From an optimization exercise on the open Yosys and OpenROAD flow, aimed at small area; shortcuts taken in it are not production practice. In this exercise RTL edits were held to simulation tests only and were not proved equivalent to the original. Power is estimated from default activity; no workload was simulated.

<file path="design/flow/run.sh">
#!/bin/bash
# synth_recipe.tcl (not shown) runs the flow's synth.tcl, then flattens the netlist and writes it again
# the make line also repeats each setting of config.mk as NAME=value (left out here)
make -C /OpenROAD-flow-scripts/flow DESIGN_CONFIG=/design/flow/config.mk WORK_HOME=/design/flow/orfs CLKGATE_MAP_FILE= SYNTH_SCRIPT=/design/flow/synth_recipe.tcl finish
</file>
<file path="design/flow/config.mk">
export PLATFORM = sky130hd
export DESIGN_NAME = ftbc
export DESIGN_NICKNAME = ftbc
export VERILOG_FILES = /design/flow/design.v
export SDC_FILE = /design/flow/constraint.sdc
export NUM_CORES = 4
export LEC_CHECK = 0
export CAP_MARGIN = 20
export CORE_MARGIN = 2
export CORE_UTILIZATION = 20
export PLACE_DENSITY = 0.3
export SLEW_MARGIN = 20
</file>
<file path="design/flow/constraint.sdc">
create_clock -name core_clock -period 15.0 [get_ports {clk}]
set_input_delay 3.0000 -clock core_clock [delete_from_list [all_inputs] [get_ports {clk}]]
set_output_delay 3.0000 -clock core_clock [all_outputs]
set_load 0.01 [all_outputs]
</file>
<file path="design/flow/design.v">
module ftbc (
    input  wire        clk,
    input  wire        rst,           
    input  wire        bus_en,
    input  wire        bus_we,
    input  wire [1:0]  bus_size,      
    input  wire [12:0] bus_addr,      
    input  wire [31:0] bus_wdata,
    output reg  [31:0] bus_rdata,
    output reg         bus_berr,
    output wire        tx_valid,
    output wire [7:0]  tx_data,
    input  wire [2:0]  tx_resp,
    output wire        rx_rd,
    input  wire [2:0]  rx_resp,
    input  wire [7:0]  rx_data,
    input  wire        tick,
    output wire        irq
);
    localparam BUF_BYTES = 32;
    localparam AW        = $clog2(BUF_BYTES);    
    localparam [3:0] IDLE    = 4'd0,
                     S_HDR   = 4'd1,
                     S_PAY   = 4'd2,
                     S_ACK   = 4'd3,
                     R_HDR   = 4'd4,
                     R_PAY   = 4'd5,
                     R_CHK   = 4'd6,
                     R_ACK   = 4'd7,
                     R_FLUSH = 4'd8;
    localparam [3:0] E_NONE       = 4'd0,
                     E_CLOSED     = 4'd1,
                     E_WSHORT     = 4'd2,
                     E_WFAIL      = 4'd3,
                     E_TIMEOUT    = 4'd4,
                     E_RFAIL      = 4'd5,
                     E_CHECKSUM   = 4'd6,
                     E_SIZE       = 4'd7,
                     E_SEQUENCE   = 4'd8,
                     E_ACK        = 4'd9,
                     E_INV_SIZE   = 4'd10,
                     E_ILLEGAL    = 4'd11,
                     E_TOO_LARGE  = 4'd12;
    localparam [2:0] TX_WAIT = 3'd0, TX_ACCEPT = 3'd1, TX_SHORT = 3'd2, TX_CLOSED = 3'd4;
    localparam [2:0] RX_NODATA = 3'd0, RX_DATA = 3'd1, RX_CLOSED = 3'd4;
    reg        irq_en, rx_partial;
    reg        done;
    reg [3:0]  err_code;
    reg [31:0] len_r;
    reg [31:0] timeout_r;
    reg [31:0] result_r;
    reg [31:0] pos_r;
    reg [7:0]  hdr_r;
    reg [31:0] codec_data0, codec_data1;
    reg [3:0]  cfg_size;
    reg        cfg_is_first;
    reg [7:0]  cfg_hdr_in;
    reg [3:0]  res_ck;
    reg [7:0]  res_hdr_out;
    reg [3:0]  res_dec_ck;
    reg        res_dec_first;
    reg [2:0]  res_dec_size;
    reg [3:0]  state;
    reg        first_r;
    reg [3:0]  bsize_r, rsize_r, k_r;
    reg [32:0] elapsed_r;
    reg [7:0]  buf_mem [0:BUF_BYTES-1];
    wire busy = (state != IDLE);
    function [3:0] crc4;
        input [63:0] p;      
        input [3:0]  n;
        reg   [3:0]  c;
        reg          fb;
        integer      i, j;
        begin
            c = 4'h0;
            for (i = 0; i < 8; i = i + 1) begin
                if (i < n) begin
                    for (j = 7; j >= 0; j = j - 1) begin
                        fb = c[3] ^ p[8*i+j];
                        c  = {c[2:0], 1'b0};
                        if (fb) c = c ^ 4'h3;
                    end
                end
            end
            crc4 = c;
        end
    endfunction
    function [7:0] enc;
        input [63:0] p;
        input [3:0]  n;      
        input        f;
        reg   [3:0]  nm1;
        begin
            nm1 = n - 4'd1;
            enc = {crc4(p, n), f, nm1[2:0]};
        end
    endfunction
    function [63:0] buf_window;
        input [31:0] base;
        reg   [AW-1:0] idx;
        integer      i;
        begin
            for (i = 0; i < 8; i = i + 1) begin
                idx = base[AW-1:0] + i[AW-1:0];
                buf_window[8*i +: 8] = buf_mem[idx];
            end
        end
    endfunction
    function [3:0] min8;
        input [31:0] v;
        begin
            min8 = (v > 32'd8) ? 4'd8 : v[3:0];
        end
    endfunction
    wire        in_regs  = (bus_addr < 13'h034);
    wire        in_buf   = (bus_addr >= 13'h1000) && (bus_addr < 13'h1000 + BUF_BYTES);
    wire [AW-1:0] buf_idx  = bus_addr[AW-1:0];
    wire [AW-1:0] buf_idx1 = buf_idx + 1'b1;
    wire [AW-1:0] buf_idx2 = buf_idx + 2'd2;
    wire [AW-1:0] buf_idx3 = buf_idx + 2'd3;
    wire [3:0]  reg_idx  = bus_addr[5:2];
    reg         acc_ok;
    always @(*) begin
        acc_ok = 1'b0;
        if (in_regs)
            acc_ok = (bus_size == 2'd2) && (bus_addr[1:0] == 2'b00);
        else if (in_buf) begin
            case (bus_size)
                2'd0: acc_ok = 1'b1;
                2'd1: acc_ok = (bus_addr[0] == 1'b0);
                2'd2: acc_ok = (bus_addr[1:0] == 2'b00);
                default: acc_ok = 1'b0;
            endcase
        end
    end
    wire host_ok = bus_en && !rst && acc_ok;
    wire host_wr = host_ok && bus_we;
    wire reg_wr  = host_wr && in_regs;
    wire buf_wr  = host_wr && in_buf && !busy;
    reg [31:0] reg_rdata;
    always @(*) begin
        case (reg_idx)
            4'd0:  reg_rdata = {30'd0, rx_partial, irq_en};
            4'd1:  reg_rdata = 32'd0;
            4'd2:  reg_rdata = {24'd0, state, first_r, (err_code != 4'd0), done, busy};
            4'd3:  reg_rdata = {28'd0, err_code};
            4'd4:  reg_rdata = len_r;
            4'd5:  reg_rdata = timeout_r;
            4'd6:  reg_rdata = result_r;
            4'd7:  reg_rdata = pos_r;
            4'd8:  reg_rdata = {24'd0, hdr_r};
            4'd9:  reg_rdata = codec_data0;
            4'd10: reg_rdata = codec_data1;
            4'd11: reg_rdata = {16'd0, cfg_hdr_in, 3'd0, cfg_is_first, cfg_size};
            4'd12: reg_rdata = {5'd0, res_dec_size, 3'd0, res_dec_first, res_dec_ck,
                                res_hdr_out, 4'd0, res_ck};
            default: reg_rdata = 32'd0;
        endcase
    end
    reg [31:0] buf_rdata;
    always @(*) begin
        case (bus_size)
            2'd0: buf_rdata = {24'd0, buf_mem[buf_idx]};
            2'd1: buf_rdata = {16'd0, buf_mem[buf_idx1], buf_mem[buf_idx]};
            default: buf_rdata = {buf_mem[buf_idx3], buf_mem[buf_idx2],
                                  buf_mem[buf_idx1], buf_mem[buf_idx]};
        endcase
    end
    always @(*) begin
        bus_rdata = 32'd0;
        bus_berr  = 1'b0;
        if (bus_en && !rst) begin
            if (!acc_ok)
                bus_berr = 1'b1;
            else if (!bus_we)
                bus_rdata = in_regs ? reg_rdata : buf_rdata;
        end
    end
    wire [AW-1:0] pay_idx = pos_r[AW-1:0] + k_r[2:0];
    assign tx_valid = !rst && (state == S_HDR || state == S_PAY || state == R_ACK);
    assign tx_data  = !tx_valid ? 8'h00 :
                      (state == S_PAY) ? buf_mem[pay_idx] : hdr_r;
    assign rx_rd    = !rst && (state == S_ACK || state == R_HDR ||
                                state == R_PAY || state == R_FLUSH);
    assign irq      = !rst && irq_en && done;
    wire        timeout_expired = (timeout_r != 32'd0) && (elapsed_r > {1'b0, timeout_r});
    wire [32:0] elapsed_inc     = (elapsed_r == {33{1'b1}}) ? elapsed_r
                                                           : elapsed_r + {32'd0, tick};
    wire [31:0] rxfail          = rx_partial ? pos_r : 32'd0;
    wire [3:0]  start_bsize = min8(len_r);
    wire [7:0]  start_hdr   = enc(buf_window(32'd0), start_bsize, 1'b1);
    wire [31:0] s_next_pos   = pos_r + {28'd0, bsize_r};
    wire [3:0]  s_next_bsize = min8(len_r - s_next_pos);
    wire [7:0]  s_next_hdr   = enc(buf_window(s_next_pos), s_next_bsize, 1'b0);
    wire [3:0]  rx_rsize     = {1'b0, rx_data[2:0]} + 4'd1;
    wire [7:0]  chk_hdr      = enc(buf_window(pos_r), rsize_r, first_r);
    wire [31:0] r_next_pos   = pos_r + {28'd0, rsize_r};
    wire [3:0]  r_next_bsize = min8(len_r - r_next_pos);
    wire [63:0] codec_p      = {codec_data1, codec_data0};
    wire        codec_size_ok = (cfg_size != 4'd0) && (cfg_size <= 4'd8);
    wire [3:0]  codec_ck     = crc4(codec_p, cfg_size);
    wire        cmd_start = reg_wr && (reg_idx == 4'd1) && !busy;
    wire [3:0]  cmd_op    = bus_wdata[3:0];
    always @(posedge clk) begin
        if (rst) begin
            irq_en        <= 1'b0;
            rx_partial    <= 1'b0;
            done          <= 1'b0;
            err_code      <= E_NONE;
            len_r         <= 32'd0;
            timeout_r     <= 32'd0;
            result_r      <= 32'd0;
            pos_r         <= 32'd0;
            hdr_r         <= 8'd0;
            codec_data0   <= 32'd0;
            codec_data1   <= 32'd0;
            cfg_size      <= 4'd0;
            cfg_is_first  <= 1'b0;
            cfg_hdr_in    <= 8'd0;
            res_ck        <= 4'd0;
            res_hdr_out   <= 8'd0;
            res_dec_ck    <= 4'd0;
            res_dec_first <= 1'b0;
            res_dec_size  <= 3'd0;
            state         <= IDLE;
            first_r       <= 1'b0;
            bsize_r       <= 4'd0;
            rsize_r       <= 4'd0;
            k_r           <= 4'd0;
            elapsed_r     <= 33'd0;
        end else begin
            if (reg_wr) begin
                case (reg_idx)
                    4'd0: begin
                        irq_en <= bus_wdata[0];
                        if (!busy) rx_partial <= bus_wdata[1];
                    end
                    4'd2: if (bus_wdata[1]) done <= 1'b0;
                    4'd4: if (!busy) len_r <= bus_wdata;
                    4'd5: if (!busy) timeout_r <= bus_wdata;
                    4'd9:  codec_data0 <= bus_wdata;
                    4'd10: codec_data1 <= bus_wdata;
                    4'd11: begin
                        cfg_size     <= bus_wdata[3:0];
                        cfg_is_first <= bus_wdata[4];
                        cfg_hdr_in   <= bus_wdata[15:8];
                    end
                    default: ;
                endcase
            end
            if (cmd_start) begin
                done <= 1'b0;
                case (cmd_op)
                    4'h1: begin  
                        if (codec_size_ok) begin
                            res_ck   <= codec_ck;
                            err_code <= E_NONE;
                        end else
                            err_code <= E_INV_SIZE;
                        done <= 1'b1;
                    end
                    4'h2: begin  
                        if (codec_size_ok) begin
                            res_hdr_out <= enc(codec_p, cfg_size, cfg_is_first);
                            err_code    <= E_NONE;
                        end else
                            err_code <= E_INV_SIZE;
                        done <= 1'b1;
                    end
                    4'h3: begin  
                        res_dec_ck    <= cfg_hdr_in[7:4];
                        res_dec_first <= cfg_hdr_in[3];
                        res_dec_size  <= cfg_hdr_in[2:0];
                        err_code      <= E_NONE;
                        done          <= 1'b1;
                    end
                    4'h4, 4'h5: begin  
                        err_code <= E_NONE;
                        result_r <= 32'd0;
                        pos_r    <= 32'd0;
                        if (len_r > BUF_BYTES) begin
                            err_code <= E_TOO_LARGE;
                            first_r  <= 1'b0;
                            done     <= 1'b1;
                        end else if (len_r == 32'd0) begin
                            first_r  <= 1'b0;
                            done     <= 1'b1;
                        end else begin
                            first_r <= 1'b1;
                            bsize_r <= start_bsize;
                            if (cmd_op == 4'h4) begin
                                hdr_r <= start_hdr;
                                k_r   <= 4'd0;
                                state <= S_HDR;
                            end else begin
                                elapsed_r <= 33'd0;
                                state     <= R_HDR;
                            end
                        end
                    end
                    default: begin  
                        err_code <= E_ILLEGAL;
                        done     <= 1'b1;
                    end
                endcase
            end
            case (state)
                S_HDR: begin
                    case (tx_resp)
                        TX_WAIT: ;
                        TX_ACCEPT: begin
                            k_r   <= 4'd0;
                            state <= S_PAY;
                        end
                        default: begin
                            err_code <= (tx_resp == TX_SHORT)  ? E_WSHORT :
                                        (tx_resp == TX_CLOSED) ? E_CLOSED : E_WFAIL;
                            result_r <= pos_r;
                            state    <= IDLE;
                            done     <= 1'b1;
                        end
                    endcase
                end
                S_PAY: begin
                    case (tx_resp)
                        TX_WAIT: ;
                        TX_ACCEPT: begin
                            if (k_r + 4'd1 == bsize_r) begin
                                k_r       <= 4'd0;
                                elapsed_r <= 33'd0;
                                state     <= S_ACK;
                            end else
                                k_r <= k_r + 4'd1;
                        end
                        default: begin
                            err_code <= (tx_resp == TX_SHORT)  ? E_WSHORT :
                                        (tx_resp == TX_CLOSED) ? E_CLOSED : E_WFAIL;
                            result_r <= pos_r + {28'd0, k_r};
                            state    <= IDLE;
                            done     <= 1'b1;
                        end
                    endcase
                end
                S_ACK: begin
                    elapsed_r <= elapsed_inc;
                    case (rx_resp)
                        RX_DATA: begin
                            if (rx_data == hdr_r) begin
                                pos_r   <= s_next_pos;
                                first_r <= 1'b0;
                                if (s_next_pos == len_r) begin
                                    err_code <= E_NONE;
                                    result_r <= len_r;
                                    state    <= IDLE;
                                    done     <= 1'b1;
                                end else begin
                                    bsize_r <= s_next_bsize;
                                    hdr_r   <= s_next_hdr;
                                    k_r     <= 4'd0;
                                    state   <= S_HDR;
                                end
                            end else begin
                                err_code <= E_ACK;
                                result_r <= pos_r;
                                state    <= IDLE;
                                done     <= 1'b1;
                            end
                        end
                        RX_NODATA: begin
                            if (timeout_expired) begin
                                err_code <= E_TIMEOUT;
                                result_r <= pos_r;
                                state    <= IDLE;
                                done     <= 1'b1;
                            end
                        end
                        default: begin
                            err_code <= (rx_resp == RX_CLOSED) ? E_CLOSED : E_RFAIL;
                            result_r <= pos_r;
                            state    <= IDLE;
                            done     <= 1'b1;
                        end
                    endcase
                end
                R_HDR: begin
                    elapsed_r <= elapsed_inc;
                    case (rx_resp)
                        RX_DATA: begin
                            hdr_r   <= rx_data;
                            rsize_r <= rx_rsize;
                            if (rx_rsize > bsize_r) begin
                                err_code <= E_SIZE;
                                result_r <= rxfail;
                                state    <= IDLE;
                                done     <= 1'b1;
                            end else if (rx_data[3] != first_r) begin
                                state <= R_FLUSH;
                            end else begin
                                k_r       <= 4'd0;
                                elapsed_r <= 33'd0;
                                state     <= R_PAY;
                            end
                        end
                        RX_NODATA: begin
                            if (timeout_expired) begin
                                err_code <= E_TIMEOUT;
                                result_r <= rxfail;
                                state    <= IDLE;
                                done     <= 1'b1;
                            end
                        end
                        default: begin
                            err_code <= (rx_resp == RX_CLOSED) ? E_CLOSED : E_RFAIL;
                            result_r <= rxfail;
                            state    <= IDLE;
                            done     <= 1'b1;
                        end
                    endcase
                end
                R_FLUSH: begin
                    if (rx_resp != RX_DATA) begin
                        err_code <= E_SEQUENCE;
                        result_r <= rxfail;
                        state    <= IDLE;
                        done     <= 1'b1;
                    end
                end
                R_PAY: begin
                    elapsed_r <= elapsed_inc;
                    case (rx_resp)
                        RX_DATA: begin
                            if (k_r + 4'd1 == rsize_r) begin
                                k_r   <= 4'd0;
                                state <= R_CHK;
                            end else
                                k_r <= k_r + 4'd1;
                        end
                        RX_NODATA: begin
                            if (timeout_expired) begin
                                err_code <= E_TIMEOUT;
                                result_r <= rxfail;
                                state    <= IDLE;
                                done     <= 1'b1;
                            end
                        end
                        default: begin
                            err_code <= (rx_resp == RX_CLOSED) ? E_CLOSED : E_RFAIL;
                            result_r <= rxfail;
                            state    <= IDLE;
                            done     <= 1'b1;
                        end
                    endcase
                end
                R_CHK: begin
                    if (chk_hdr == hdr_r)
                        state <= R_ACK;
                    else begin
                        err_code <= E_CHECKSUM;
                        result_r <= rxfail;
                        state    <= IDLE;
                        done     <= 1'b1;
                    end
                end
                R_ACK: begin
                    case (tx_resp)
                        TX_WAIT: ;
                        TX_ACCEPT: begin
                            pos_r   <= r_next_pos;
                            first_r <= 1'b0;
                            if (r_next_pos == len_r) begin
                                err_code <= E_NONE;
                                result_r <= len_r;
                                state    <= IDLE;
                                done     <= 1'b1;
                            end else begin
                                bsize_r   <= r_next_bsize;
                                elapsed_r <= 33'd0;
                                state     <= R_HDR;
                            end
                        end
                        default: begin
                            err_code <= (tx_resp == TX_SHORT)  ? E_WSHORT :
                                        (tx_resp == TX_CLOSED) ? E_CLOSED : E_WFAIL;
                            result_r <= pos_r;
                            state    <= IDLE;
                            done     <= 1'b1;
                        end
                    endcase
                end
                default: ;
            endcase
        end
    end
    always @(posedge clk) begin
        if (!rst) begin
            if (buf_wr) begin
                case (bus_size)
                    2'd0: buf_mem[buf_idx] <= bus_wdata[7:0];
                    2'd1: begin
                        buf_mem[buf_idx]        <= bus_wdata[7:0];
                        buf_mem[buf_idx1] <= bus_wdata[15:8];
                    end
                    default: begin
                        buf_mem[buf_idx]        <= bus_wdata[7:0];
                        buf_mem[buf_idx1] <= bus_wdata[15:8];
                        buf_mem[buf_idx2] <= bus_wdata[23:16];
                        buf_mem[buf_idx3] <= bus_wdata[31:24];
                    end
                endcase
            end else if (state == R_PAY && rx_resp == RX_DATA)
                buf_mem[pay_idx] <= rx_data;
        end
    end
endmodule
</file>
==> impl_results.md <==
* Crit path max fanout at 28
* Placed Area at 91500 µm²
* Ranking of synthesized cells by area: mux4_2, edfxtp_1, dfxtp_1
* Drt total wl at 590 mm
* Initial Util at about a fifth
* Leak at 31.5 nW
* DR iter-0 viols at roughly 12000
* Die area at around 420000 µm²
* # H-tree levels at 3
* Crit path kind: register to register
* Port bufs at around 110
* Max_slew headroom at around 16%
* CP Launch Type: register
* Wire length on met3 at 56.5 mm
* Die height at roughly 650 µm
* WL/cell at 39.5 µm
* Most used cell, CP: xnor2_1
* Most frequent cells in the layout: nand2_1, mux4_2, nor2_1
* Met1 wire length at about 230 mm
* Worst-skew pair later-pin latency at around 0.80 ns
* Core Box Area at ~410000 µm²
* Ports at 110
* Max clock buf depth at 3
* Tmin final at around 14 ns
* Hold WS at between 0.4 and 0.5 ns
* MaxCap Viol Count at 0
* Largest net degree at the start of global routing at about 140
* Final #Nets at 9606
* Share of cells above drive strength 1 at around a fifth
* Gate Count Post-Synth at 9714
* Total clock buffers created by CTS at 78
* CTS clock-pin slew for the worst setup and hold paths at ~0.060 ns
* Cts hold-fix bufs at 0
* Hold Vio Cnt, Final at 0
* Post-CTS setup buffer count at 0
* Die width at 647 µm
* Design area at 94100 µm²
* CP required at ~16 ns
* Routed vias at between 80000 and 90000
* Synth top area share at 25.9%
* Post-synthesis async set-or-reset flop share at 0%
* Crit. End Element: register
* Finish-stage setup viols at 0
* Total GRT Usage at 27.1%
* Seq cells post-synth at roughly 550
* PD cells at 59.7 nW/µm²
* Fill cells at 44800
* Vias in the first global route at around 83000
* Area grow syn2layout at 13.7%
* Post-route setup TNS at 0 ns
* Period utilization at 91.3%
* Status: timing/DRC/antenna clean
* Area of the mapped netlist at slightly above 80000 µm²
* Data arrival, critical path at roughly 14 ns
* Slew Viols, Final at 0
* CP max stage cell: nor3_1
* CP peak stage delay at ~0.84 ns
* First-pass GRT wire length at 779 mm
* Metal2 WL at about 260 mm
* GRT Residual Overflow at 0
* Post-synth EDFFs at about 260
* Worst min path class: register to register
* Final ANT Viol Nets at 0
* CTS-repair resized insts at 0
* Netlist cell types at 99
* TritonRoute pass-1 iters at 12
* Achievable clock frequency at roughly 73 MHz
* Maximum vdd drop at 0.0911 mV
* Drc violations at 0
* Final GP Congestion at about 0.96
* Final HPWL DP at roughly 430 mm
* Top Metal Used: met5
* Primary FF master, synth: dfxtp_1
* Row cnt at 236
* Worst-Margin Slew at between 1 and 1.5 ns
* Clock skew at 0.106 ns
* RSZ-0062 raised after global routing: false
* CTS tree: yes
* Initial antenna violation count at roughly 70
* Clk sink count at around 550
* Commonest non-fill, non-tap cell in the layout: nand2_1
* Avg Cell Area, Syn at about 8.5 µm²
* Seq/Total Area, Yosys at between 15 and 20%
* Net Count, Synth at between 9000 and 10000
* Via density at a little under 6
* Synth area leader: mux4_2
* Clock root buffer master: clkbuf_16
* Yosys warnings at 1
## stage by stage
step | setup WS, ns | cells | total power [mW] | utilization [%]
4_1_cts | 1.21 | 14900 | 5.60 | 22.8
2_1_floorplan | 0.605 | 9714 | 2.77 | -
3_5_place_dp | 1.26 | 14800 | 3.60 | 22.2
5_1_grt | 0.314 | 14900 | 5.78 | 22.8
6_report | 1.30 | 14900 | 5.62 | 22.8
3_3_place_gp | 1.20 | 14800 | 3.61 | 22.2
## cell type report
type                            instances  area, µm²  area share (%)
Inverter                              140        528           0.561
Sequential cell                       546      13500            14.4
Tap cell                             5474       6850            7.28
Clock inverter                         34        427           0.453
Antenna cell                           23       57.6          0.0612
Timing Repair Buffer                  692       5410            5.74
Multi-Input combinational cell       7925      65200            69.3
Clock buffer                          103       2110            2.24
## kinds of logic (layout without fill, tap and decap cells)
group	count (synthesis)	count (layout)	share of synthesized area, %
AOI/OAI and AO/OA	2561	2561	18.7
xor gates and xnor gates	729	729	9.03
adders and majority gates	157	157	2.42
buffers and inverters	1243	969	5.94
DFF	546	546	16.3
muxes	1431	1431	31.9
other	0	23	0
and+or+nand+nor	3047	3047	15.8
## sequential cells by signal, indices dropped and copies added (netlist names), 8 cells and up
register and cells:
buf_mem 256, len_r 32, codec_data1 32, result_r 32, hdr_r 8, res_hdr_out 8, cfg_hdr_in 8, pos_r 32
elapsed_r 33, codec_data0 32, timeout_r 32
## report_power, final
group | switching [mW] | internal, mW | leakage, nW
registers | 0.0737 | 1.60 | 4.65
logic | 1.36 | 0.602 | 25.6
clock network | 0.907 | 1.07 | 1.22
## synth_stat cells, types with 26 or more instances
library cell,number
or3_1,26
buf_1,83
nand3_1,195
nand4_1,70
o21ai_0,821
o221ai_1,45
a222oi_1,42
o22ai_1,40
and3_1,52
a221oi_1,60
xor2_1,204
nand2b_1,41
dfxtp_1,290
clkbuf_1,942
o2111ai_1,64
or2_2,26
nor4_1,53
a21o_1,34
a311oi_1,31
a21oi_1,882
o21a_1,29
nor3_1,107
and2_1,50
mux2i_1,371
ha_1,152
o211ai_1,80
nor2b_1,39
a31oi_1,67
mux4_2,951
xnor3_1,61
edfxtp_1,256
nor2_1,922
a22oi_1,106
nand2_1,1390
a211oi_1,70
mux2_2,105
inv_1,135
xnor2_1,443
buf_2,48
## routing by layer
metal,vias up,track usage [%]
met5,-,0
li1,35800,-
met1,44900,33.6
met2,5728,42.3
met3,1495,7.74
met4,26,14.8
## critical path: cells and delay by family, from the launching register on
| family | cells | cell delay (ns) |
|---|---|---|
| adders and majority gates | 3 | 0.95 |
| buffers and inverters | 1 | 0.28 |
| and+or+nand+nor | 14 | 4.17 |
| xor gates and xnor gates | 10 | 3.78 |
| AOI/OAI and AO/OA | 14 | 3.64 |
| DFF | 1 | 0.72 |
## final timing paths
path,startpoint,end,slack [ns],cells after the start
min,cfg_is_first$_SDFFE_PP0P_,res_hdr_out[3]$_SDFFE_PP0P_,0.47,2
max reg2reg,pos_r[0]$_SDFF_PP0_,hdr_r[5]$_SDFF_PP0_,1.30,42
max,pos_r[0]$_SDFF_PP0_,hdr_r[5]$_SDFF_PP0_,1.30,42
min reg2reg,cfg_is_first$_SDFFE_PP0P_,res_hdr_out[3]$_SDFFE_PP0P_,0.47,2

what the ideal ports hide:
The flow's constraints put no driver on any port. The routed layout listed below was extracted and timed again, unchanged, in two steps.
Step 1 sets driving cells, clkbuf_16 on the clock port and buf_2 on the other inputs (assumed; they add their load-dependent delay and slew).
Step 2 also shifts input and output timing later by t, the mid clock arrival at the registers, as if the neighbouring blocks saw the same clock.
Slacks: ideal / step 1 / step 2; pairs: ideal / step 1.
t (ns): 0.856
slack for setup (ns): 1.299 / 1.299 / 1.299
worst setup path after step 2: register to register
pins driven straight from the clock port: 1
After both steps setup and hold are still met in this run. The setup slack of this run moves by 0.000 ns with the drivers and by 0.000 ns with both steps.
